Source: an optimization exercise on an open RTL-to-GDS flow (aim: small area, a short achievable clock period and few clock cycles per item). Production flows keep margins and buffers that such runs may drop. The RTL was checked by simulation tests, not by an equivalence proof against the original design. Power and IR drop assume default switching activity.

==> design.v <==
module cpre_clamp01 (
    input  wire [31:0] a,
    output wire [30:0] y
);
    wire [7:0] e   = a[30:23];
    wire       big = (e >= 8'd127);
    wire       nan = (e == 8'hFF) && (a[22:0] != 23'd0);
    assign y = (a[31] || e == 8'd0 || nan) ? 31'd0 :
               big                          ? 31'h3F80_0000 : a[30:0];
endmodule
module cpre_rne_shr25 (
    input  wire [24:0] v,
    input  wire [4:0]  d,        
    output wire [24:0] y
);
    wire [49:0] w  = {v, 25'd0} >> d;
    wire        rb = w[24];
    wire        st = |w[23:0];
    wire [24:0] q  = w[49:25];
    assign y = q + {24'd0, rb & (st | q[0])};
endmodule
module cpre_norm25 (
    input  wire [24:0] a,
    output wire [23:0] y,
    output reg  [4:0]  lz
);
    integer i;
    always @(*) begin
        lz = 5'd0;
        for (i = 0; i < 25; i = i + 1)
            if (a[i]) lz = 5'd24 - i[4:0];
    end
    wire [24:0] sh = a << lz;
    assign y = sh[24:1];
endmodule
module cpre_hsec (
    input  wire [30:0] h,
    output wire [2:0]  sector,
    output wire [24:0] g
);
    wire [7:0]  e  = h[30:23];
    wire [23:0] m  = {1'b1, h[22:0]};
    wire [25:0] p3 = {2'b00, m} + {1'b0, m, 1'b0};
    wire        hi = p3[25];
    wire [23:0] kept = hi ? p3[25:2] : p3[24:1];
    wire        rb   = hi ? p3[1] : p3[0];
    wire        st   = hi ? p3[0] : 1'b0;
    wire [24:0] r    = {1'b0, kept} + {24'd0, rb & (st | kept[0])};
    wire [8:0]  k    = {1'b0, e} + {8'd0, hi};           
    wire        left = (k >= 9'd124);
    wire [8:0]  dr   = 9'd124 - k;
    wire [4:0]  d    = (dr > 9'd31) ? 5'd31 : dr[4:0];
    wire [24:0] rs;
    cpre_rne_shr25 u_sh (.v(r), .d(d), .y(rs));
    wire [1:0]  kl   = k[1:0];                           
    wire [26:0] xl   = {2'b00, r} << kl;
    wire [26:0] x    = (e <= 8'd98) ? 27'd0 : left ? xl : {2'b00, rs};
    wire [2:0]  in   = x[26:24];
    wire [23:0] fr   = x[23:0];
    assign sector = (in == 3'd6) ? 3'd0 : in;
    assign g = in[0] ? {1'b0, fr} : (25'h100_0000 - {1'b0, fr});
endmodule
module cpre_oms (
    input  wire [30:0] s,
    output wire [24:0] a
);
    wire [7:0]  e  = s[30:23];
    wire [8:0]  dr = 9'd126 - {1'b0, e};
    wire [4:0]  d  = (e == 8'd0 || dr > 9'd31) ? 5'd31 : dr[4:0];
    wire [24:0] xs;
    cpre_rne_shr25 u_sh (.v({2'b01, s[22:0]}), .d(d), .y(xs));
    wire [24:0] x  = (e == 8'd127) ? 25'h100_0000 : xs;
    assign a = 25'h100_0000 - x;
endmodule
module cpre_rnd48 (
    input  wire [47:22] p,
    input  wire         st21,
    output wire [24:0]  r,
    output wire         hi
);
    assign hi = p[47];
    wire [23:0] kept = hi ? p[47:24] : p[46:23];
    wire        rb   = hi ? p[23] : p[22];
    wire        st   = hi ? (p[22] | st21) : st21;
    assign r = {1'b0, kept} + {24'd0, rb & (st | kept[0])};
endmodule
module cpre_sga_post (
    input  wire [47:22] pm,
    input  wire        st21,
    input  wire [7:0]  e,
    input  wire [4:0]  lz,
    input  wire        zero,
    output wire [24:0] a
);
    wire [24:0] r;
    wire        hi;
    cpre_rnd48 u_r (.p(pm), .st21(st21), .r(r), .hi(hi));
    wire [9:0]  dr = 10'd125 - {2'd0, e} + {5'd0, lz} + {9'd0, ~hi};
    wire [4:0]  d  = (dr > 10'd31) ? 5'd31 : dr[4:0];
    wire [24:0] x;
    cpre_rne_shr25 u_sh (.v(r), .d(d), .y(x));
    wire        one = dr[9];
    assign a = zero ? 25'h100_0000 : one ? 25'd0 : 25'h100_0000 - x;
endmodule
module cpre_mul_post (
    input  wire [47:22]      pm,
    input  wire              st21,
    input  wire [7:0]        e,
    input  wire [4:0]        lz,
    input  wire              zero,
    output wire [23:0]       ym,
    output wire signed [9:0] ye,
    output wire              yz
);
    wire [24:0] r;
    wire        hi;
    cpre_rnd48 u_r (.p(pm), .st21(st21), .r(r), .hi(hi));
    assign yz = zero;
    assign ym = r[24] ? r[24:1] : r[23:0];
    assign ye = $signed({2'b00, e}) + 10'sd1 - $signed({5'd0, lz})
                - $signed({9'd0, ~hi}) + $signed({9'd0, r[24]});
endmodule
module cpre_chan (
    input  wire [23:0]       ym,
    input  wire signed [9:0] ye,
    input  wire              yz,
    output wire [15:0]       c
);
    wire [39:0] p  = {ym, 16'd0} - {16'd0, ym};
    wire        hi = p[39];
    wire [23:0] kept = hi ? p[39:16] : p[38:15];
    wire        rb   = hi ? p[15] : p[14];
    wire        st   = hi ? (|p[14:0]) : (|p[13:0]);
    wire [24:0] z    = {1'b0, kept} + {24'd0, rb & (st | kept[0])};
    wire [9:0]  sh   = 10'd134 - ye[9:0] + {9'd0, ~hi};
    wire [24:0] zs   = z >> sh[4:0];
    assign c = (yz || ye < 10'sd111) ? 16'd0 : zs[15:0];
endmodule
module cpre_perm (
    input  wire [2:0]  sector,
    input  wire [15:0] cv,
    input  wire [15:0] cp,
    input  wire [15:0] cx,       
    output reg  [15:0] r,
    output reg  [15:0] g,
    output reg  [15:0] b
);
    always @(*) begin
        case (sector)
            3'd0:    begin r = cv; g = cx; b = cp; end
            3'd1:    begin r = cx; g = cv; b = cp; end
            3'd2:    begin r = cp; g = cv; b = cx; end
            3'd3:    begin r = cp; g = cx; b = cv; end
            3'd4:    begin r = cx; g = cp; b = cv; end
            default: begin r = cv; g = cp; b = cx; end
        endcase
    end
endmodule
module cpre_hsv2rgb (
    input  wire        clk,
    input  wire        rst,
    input  wire        in_valid,
    output wire        in_ready,
    input  wire [31:0] in_h,
    input  wire [31:0] in_s,
    input  wire [31:0] in_v,
    output reg         out_valid,
    input  wire        out_ready,
    output reg  [15:0] out_r,
    output reg  [15:0] out_g,
    output reg  [15:0] out_b
);
    reg  skid_v;
    wire adv = !skid_v;
    assign in_ready = adv;
    reg vld0, vld1, vld2, vld3, vld4;
    wire [30:0] h_c, s_c, v_c;
    cpre_clamp01 u_ch (.a(in_h), .y(h_c));
    cpre_clamp01 u_cs (.a(in_s), .y(s_c));
    cpre_clamp01 u_cv (.a(in_v), .y(v_c));
    reg [30:0] h0, s0, v0;
    always @(posedge clk)
        if (adv) begin
            h0 <= h_c;
            s0 <= s_c;
            v0 <= v_c;
        end
    wire [2:0]  sec_w;
    wire [24:0] g_w, as_w;
    wire [15:0] cv_w;
    cpre_hsec u_hsec (.h(h0), .sector(sec_w), .g(g_w));
    cpre_oms  u_oms  (.s(s0), .a(as_w));
    cpre_chan u_chv  (.ym({1'b1, v0[22:0]}), .ye($signed({2'b00, v0[30:23]})),
                      .yz(v0[30:23] == 8'd0), .c(cv_w));
    reg [2:0]  sec1;
    reg [24:0] g1, as1;
    reg [30:0] s1, v1;
    reg [15:0] cv1;
    always @(posedge clk)
        if (adv) begin
            sec1 <= sec_w;
            g1   <= g_w;
            as1  <= as_w;
            s1   <= s0;
            v1   <= v0;
            cv1  <= cv_w;
        end
    wire [23:0] gn, asn;
    wire [4:0]  lzg, lzp;
    cpre_norm25 u_ng (.a(g1),  .y(gn),  .lz(lzg));
    cpre_norm25 u_np (.a(as1), .y(asn), .lz(lzp));
    wire [47:0] pmg = {1'b1, s1[22:0]} * gn;
    wire [47:0] pmp = {1'b1, v1[22:0]} * asn;
    reg [2:0]   sec2;
    reg [47:22] pmg2, pmp2;
    reg         stg2, stp2;
    reg [4:0]   lzg2, lzp2;
    reg         zg2, zp2;
    reg [7:0]   es2;
    reg [30:0]  v2;
    reg [15:0]  cv2;
    always @(posedge clk)
        if (adv) begin
            sec2 <= sec1;
            pmg2 <= pmg[47:22];
            stg2 <= |pmg[21:0];
            lzg2 <= lzg;
            zg2  <= (s1[30:23] == 8'd0) || (g1 == 25'd0);
            es2  <= s1[30:23];
            pmp2 <= pmp[47:22];
            stp2 <= |pmp[21:0];
            lzp2 <= lzp;
            zp2  <= (v1[30:23] == 8'd0) || (as1 == 25'd0);
            v2   <= v1;
            cv2  <= cv1;
        end
    wire [24:0] ax;
    cpre_sga_post u_sgp (.pm(pmg2), .st21(stg2), .e(es2), .lz(lzg2), .zero(zg2), .a(ax));
    wire [23:0] axn;
    wire [4:0]  lzx;
    cpre_norm25 u_nx (.a(ax), .y(axn), .lz(lzx));
    wire [23:0]       pym;
    wire signed [9:0] pye;
    wire              pyz;
    wire [15:0]       cp_w;
    cpre_mul_post u_pp (.pm(pmp2), .st21(stp2), .e(v2[30:23]), .lz(lzp2), .zero(zp2),
                        .ym(pym), .ye(pye), .yz(pyz));
    cpre_chan u_chp (.ym(pym), .ye(pye), .yz(pyz), .c(cp_w));
    reg [2:0]  sec3;
    reg [23:0] axn3;
    reg [4:0]  lzx3;
    reg        zx3;
    reg [30:0] v3;
    reg [15:0] cv3, cp3;
    always @(posedge clk)
        if (adv) begin
            sec3 <= sec2;
            axn3 <= axn;
            lzx3 <= lzx;
            zx3  <= (v2[30:23] == 8'd0) || (ax == 25'd0);
            v3   <= v2;
            cv3  <= cv2;
            cp3  <= cp_w;
        end
    wire [47:0] pmx = {1'b1, v3[22:0]} * axn3;
    reg [2:0]   sec4;
    reg [47:22] pmx4;
    reg         stx4;
    reg [4:0]   lzx4;
    reg         zx4;
    reg [7:0]   ev4;
    reg [15:0]  cv4, cp4;
    always @(posedge clk)
        if (adv) begin
            sec4 <= sec3;
            pmx4 <= pmx[47:22];
            stx4 <= |pmx[21:0];
            lzx4 <= lzx3;
            zx4  <= zx3;
            ev4  <= v3[30:23];
            cv4  <= cv3;
            cp4  <= cp3;
        end
    wire [23:0]       xym;
    wire signed [9:0] xye;
    wire              xyz;
    wire [15:0]       cx_w;
    cpre_mul_post u_px (.pm(pmx4), .st21(stx4), .e(ev4), .lz(lzx4), .zero(zx4),
                        .ym(xym), .ye(xye), .yz(xyz));
    cpre_chan u_chx (.ym(xym), .ye(xye), .yz(xyz), .c(cx_w));
    wire [15:0] r_w, g_w2, b_w;
    cpre_perm u_perm (.sector(sec4), .cv(cv4), .cp(cp4), .cx(cx_w),
                      .r(r_w), .g(g_w2), .b(b_w));
    reg [47:0] skid;
    wire arrive = adv && vld4;
    wire out_free = !out_valid || out_ready;
    always @(posedge clk) begin
        if (skid_v ? out_ready : (arrive && out_free))
            {out_r, out_g, out_b} <= skid_v ? skid : {r_w, g_w2, b_w};
        if (adv && arrive && !out_free)
            skid <= {r_w, g_w2, b_w};
    end
    always @(posedge clk) begin
        if (rst) begin
            vld0 <= 1'b0; vld1 <= 1'b0; vld2 <= 1'b0; vld3 <= 1'b0; vld4 <= 1'b0;
            skid_v    <= 1'b0;
            out_valid <= 1'b0;
        end else begin
            if (adv) begin
                vld0 <= in_valid;
                vld1 <= vld0;
                vld2 <= vld1;
                vld3 <= vld2;
                vld4 <= vld3;
            end
            if (skid_v) begin
                if (out_ready) skid_v <= 1'b0;
            end else if (arrive) begin
                if (out_free) out_valid <= 1'b1;
                else          skid_v    <= 1'b1;
            end else if (out_ready) begin
                out_valid <= 1'b0;
            end
        end
    end
endmodule
==> run.sh <==
#!/bin/bash
# synth_recipe.tcl (not shown) runs the flow's synth.tcl, then flattens the netlist and writes it again
# the make line also repeats each setting of config.mk as NAME=value (left out here)
make -C /OpenROAD-flow-scripts/flow DESIGN_CONFIG=/design/flow/config.mk WORK_HOME=/design/flow/orfs CLKGATE_MAP_FILE= SYNTH_SCRIPT=/design/flow/synth_recipe.tcl finish
==> config.mk <==
export PLATFORM = sky130hd
export DESIGN_NAME = cpre_hsv2rgb
export DESIGN_NICKNAME = cpre_hsv2rgb
export VERILOG_FILES = /design/flow/design.v
export SDC_FILE = /design/flow/constraint.sdc
export NUM_CORES = 4
export LEC_CHECK = 0
export ABC_AREA = 1
export CAP_MARGIN = 20
export CORE_MARGIN = 2
export CORE_UTILIZATION = 45
export SLEW_MARGIN = 20
==> constraint.sdc <==
create_clock -name core_clock -period 30.0 [get_ports {clk}]
set_input_delay 6.0000 -clock core_clock [delete_from_list [all_inputs] [get_ports {clk}]]
set_output_delay 6.0000 -clock core_clock [all_outputs]
set_load 0.01 [all_outputs]
==> impl_results.md <==
* Remaining DRCs at 0
* Die H at 486.2 um
* Clk pin slew, worst setup/hold paths at 60 ps
* Top-count cell post-synth: nand2_1
* Total grt overflow at 0
* Critical Path End Type: register
* Finished Core Util at 0.4814
* Global-route wire length before repair at 493400 um
* Max cap viols at 0
* Fin Clk Skew at 36.20 ps
* # Post-CTS Setup Buffers at 0
* Worst endpoint required time at 30470 ps
* CP max FO at 39
* Yosys top cell area share at 0.2784
* Hold Crit Class: register to register
* WL final at 311000 um
* CTS tree: built
* Main synth FF type: edfxtp_1
* Total track usage at 0.2646
* Fin cells at 16850
* Peak VDD IR at 0.0001234 V
* Layout area overhead at 6.697%
* Slew @ Worst Pin at 1128 ps
* Setup TNS at 0 ps
* Sequential area share after synthesis at 0.1781
* Leakage at 55.35 nW
* Yosys Warn Count at 3
* F_max at 83.89 MHz
* Area after DPL at 109100 um^2
* Most used cell, CP: nand2_1
* Most instantiated cells after synthesis: nand2_1, inv_1, fa_1
* Internal power at 4.760 mW
* Initial antenna violation count at 4
* Mapped cell area at 104600 um^2
* Pre-Repair DR Iteration Count at 7
* Clk pwr share at 0.088
* Layout cells sized above 1 at 0.03542
* Fill cells at 23140
* DIE AREA at 236400 um^2
* Vias in the first global route at 87650
* WL per Instance at 18.46 um
* Top post-synthesis cells by area: fa_1, edfxtp_1, nand2_1, inv_1, ha_1
* Detailed placer's ending HPWL at 245500 um
* Slew Viols, Final at 0
* Sink Count at 623
* Cells after Synth at 13870
* Crit-path leading delay family: compound AO/OA/AOI/OAI gates
* Synth Area per Inst at 7.542 um^2
* Die Wd at 486.2 um
* Combinational share of power at 0.781
* DRT iter0 DRCs at 6983
* FP Rows at 177
* PwrDens at 98.00 nW/um^2
* Arrival time at the worst endpoint at 12390 ps
* Core Area at 231900 um^2
* Post-route clock period utilization at 0.3974
* Cell area after layout at 111600 um^2
* RSZ-0062 raised after global routing: false
* Final Hold Viols at 0
* Port bufs at 149
* Nets at 15960
* Post-synthesis async set-or-reset flop share at 0
* Max Root-Sink Buffers at 3
* Largest area contributor in the netlist: fa_1
* Placed insts at 16710
* Largest net degree at the start of global routing at 170
* Post-route ant nets at 0
* Crit path launch type: register
* EDFF count, synth at 616
* Vias per cell at 5.263
* Count of cell types in the netlist at 79
* #FFs+latches synth at 623
* Starting Density at 0.4512
* Cts repair resizes at 0
* Fin crit period at 11920 ps
* Clock latency at the later pin of the worst-skew pair at 750 ps
* Buf/Inv on CP at 8
* Critical path class: register to register
* Final setup fails at 0
* Sequential fraction of design power at 0.131
* Root buffer cell: clkbuf_16
* Rel. slew slack at 0.2478
* Boundary Pins at 150
* Num CTS Buffers at 75
* Crit path largest cell delay at 570 ps
* Outcome: finished clean
* H-tree Lvls at 3
* R2R setup slack at 18080 ps
* CTS Hold Bufs at 0
* Psw at 6.180 mW
* Max stage delay cell, worst path: o21ai_0
* Hold WS at 410.8 ps
* DR vias at 88680
* Switching part of the total power at 0.5649
* GP Congestion at 0.9542
[flip-flops by register name, summed over array words and instances, names as in the netlist, 24 cells and up]
| register | count |
|---|---|
| g1 | 25 |
| s1 | 31 |
| v1 | 31 |
| skid | 48 |
| axn3 | 24 |
| pmp2 | 26 |
| v0 | 31 |
| v3 | 31 |
| pmg2 | 26 |
| v2 | 31 |
| h0 | 31 |
| as1 | 25 |
| s0 | 31 |
| pmx4 | 26 |
[layout make-up]
class,instances,area [um^2],area share
Timing Repair Buffer,310,2713,0.02430
Antenna cell,4,10.01,0.00008967
Tap cell,3043,3807,0.03411
Sequential cell,623,18640,0.1670
Multi-Input combinational cell,9917,73320,0.6568
Inverter,2818,10590,0.09483
Clock buffer,81,1921,0.01720
Clock inverter,55,634.4,0.005683
[layout by cell type (no fill, tap or decap), types with 11 or more instances in the layout]
master           netlist  routed
a211oi_1              11      11
a21o_1                13      13
a21oi_1              367     366
a31oi_1               41      41
buf_4                 13     160
clkbuf_16              0      76
clkdlybuf4s50_1        0     149
clkinv_1              40      53
clkinv_2               1      14
edfxtp_1             616     616
fa_1                1455    1455
ha_1                 656     656
inv_1               2760    2760
inv_2                 17      17
mux2i_1               25      25
nand2_1             3606    3605
nand2_2               23      24
nand3_1              878     878
nand3b_1              27      27
nand4_1              166     166
nor2_1              1199    1196
nor2_2                37      38
nor2_4                 9      11
nor3_1                92      92
nor4_1                50      50
o211ai_1              32      32
o21a_1                21      21
o21ai_0              565     563
o21ai_1               63      63
o21ai_2               12      14
o21bai_1              21      21
o221ai_1              16      15
o22ai_1               29      28
or2_2                 47      47
xnor2_1               93      90
xor2_1               236     236
[per-stage QoR]
stage,total power [mW],setup WS [ps]
after floorplan,7.470,9202
after global placement,9.851,18160
after detailed placement,9.850,18180
after CTS,10.90,18140
after global routing,12.11,16810
final,10.94,18080
[worst reg2reg max path: cells and delay by family (launching register included)]
kind / cells / cell delay, ps
and+or+nand+nor: 16 / 2340
AOI/OAI and AO/OA: 22 / 4310
adders and majority gates: 8 / 3620
xor gates and xnor gates: 1 / 60
DFF: 1 / 420
buffers and inverters: 8 / 920
[worst paths after layout]
path / end / startpoint / depth (start not counted)
worst max register to register: pmp2[46]$_DFFE_PN_ / as1[2]$_DFFE_PN_ / 55
worst min register to register: v3[5]$_DFFE_PN_ / v2[5]$_DFFE_PN_ / 0
worst min-delay path: v3[5]$_DFFE_PN_ / v2[5]$_DFFE_PN_ / 0
worst max-delay path: pmp2[46]$_DFFE_PN_ / as1[2]$_DFFE_PN_ / 55
[power by group through the flow]
stage	Sequential, mW	Combinational [mW]	Clock [mW]
6_report	1.43	8.54	0.962
5_1_grt	1.45	9.64	1.02
4_1_cts	1.44	8.48	0.989
3_5_place_dp	1.45	8.40	0
3_3_place_gp	1.45	8.40	0
2_1_floorplan	1.39	6.08	0
[metal layers]
| metal | global-route usage | share of wire | up-vias |
|---|---|---|---|
| li1 | - | - | 42580 |
| met1 | 0.3667 | 0.44 | 42780 |
| met2 | 0.4288 | 0.46 | 2833 |
| met3 | 0.03677 | 0.070 | 487 |
| met4 | 0.08235 | 0.033 | 2 |
| met5 | 0 | 0.000042 | - |
[kinds of logic after synthesis]
kind of cell,Yosys count,share of synthesized area
adder cells (fa/ha/maj),2111,0.3569
AO/OA/AOI/OAI,1263,0.06763
flip-flops,623,0.1781
other,1,0.00003584
multiplexers,25,0.002392
XOR/XNOR,329,0.02754
buffers and inverters,3334,0.1220
AND/OR/NAND/NOR,6186,0.2454
Testbench counts, summed over its fixed seeds: cycles 16,048, items 16,000.

-- port drivers added, routing unchanged --
The results above use ideal ports. As a check the final layout listed here was re-extracted and re-timed, cells and wires unchanged. Step 1 assumes that a clkbuf_16 drives the clock port and a buf_2 every other input. Step 2 times the ports against the registers' clock, not the clock port: input delays grow and output delays shrink by t, the midpoint of the rising clock arrivals with the driver on. a / b / c = ideal ports / drivers / drivers and shift; a / b = the first two.
t (ns): 0.818
slack for setup (ns): 18.079 / 18.079 / 18.079
worst setup path at the end: register to register
After both steps setup and hold are still met in this run. For this run, drivers alone change the setup slack by 0.000 ns; drivers and shift together by 0.000 ns.
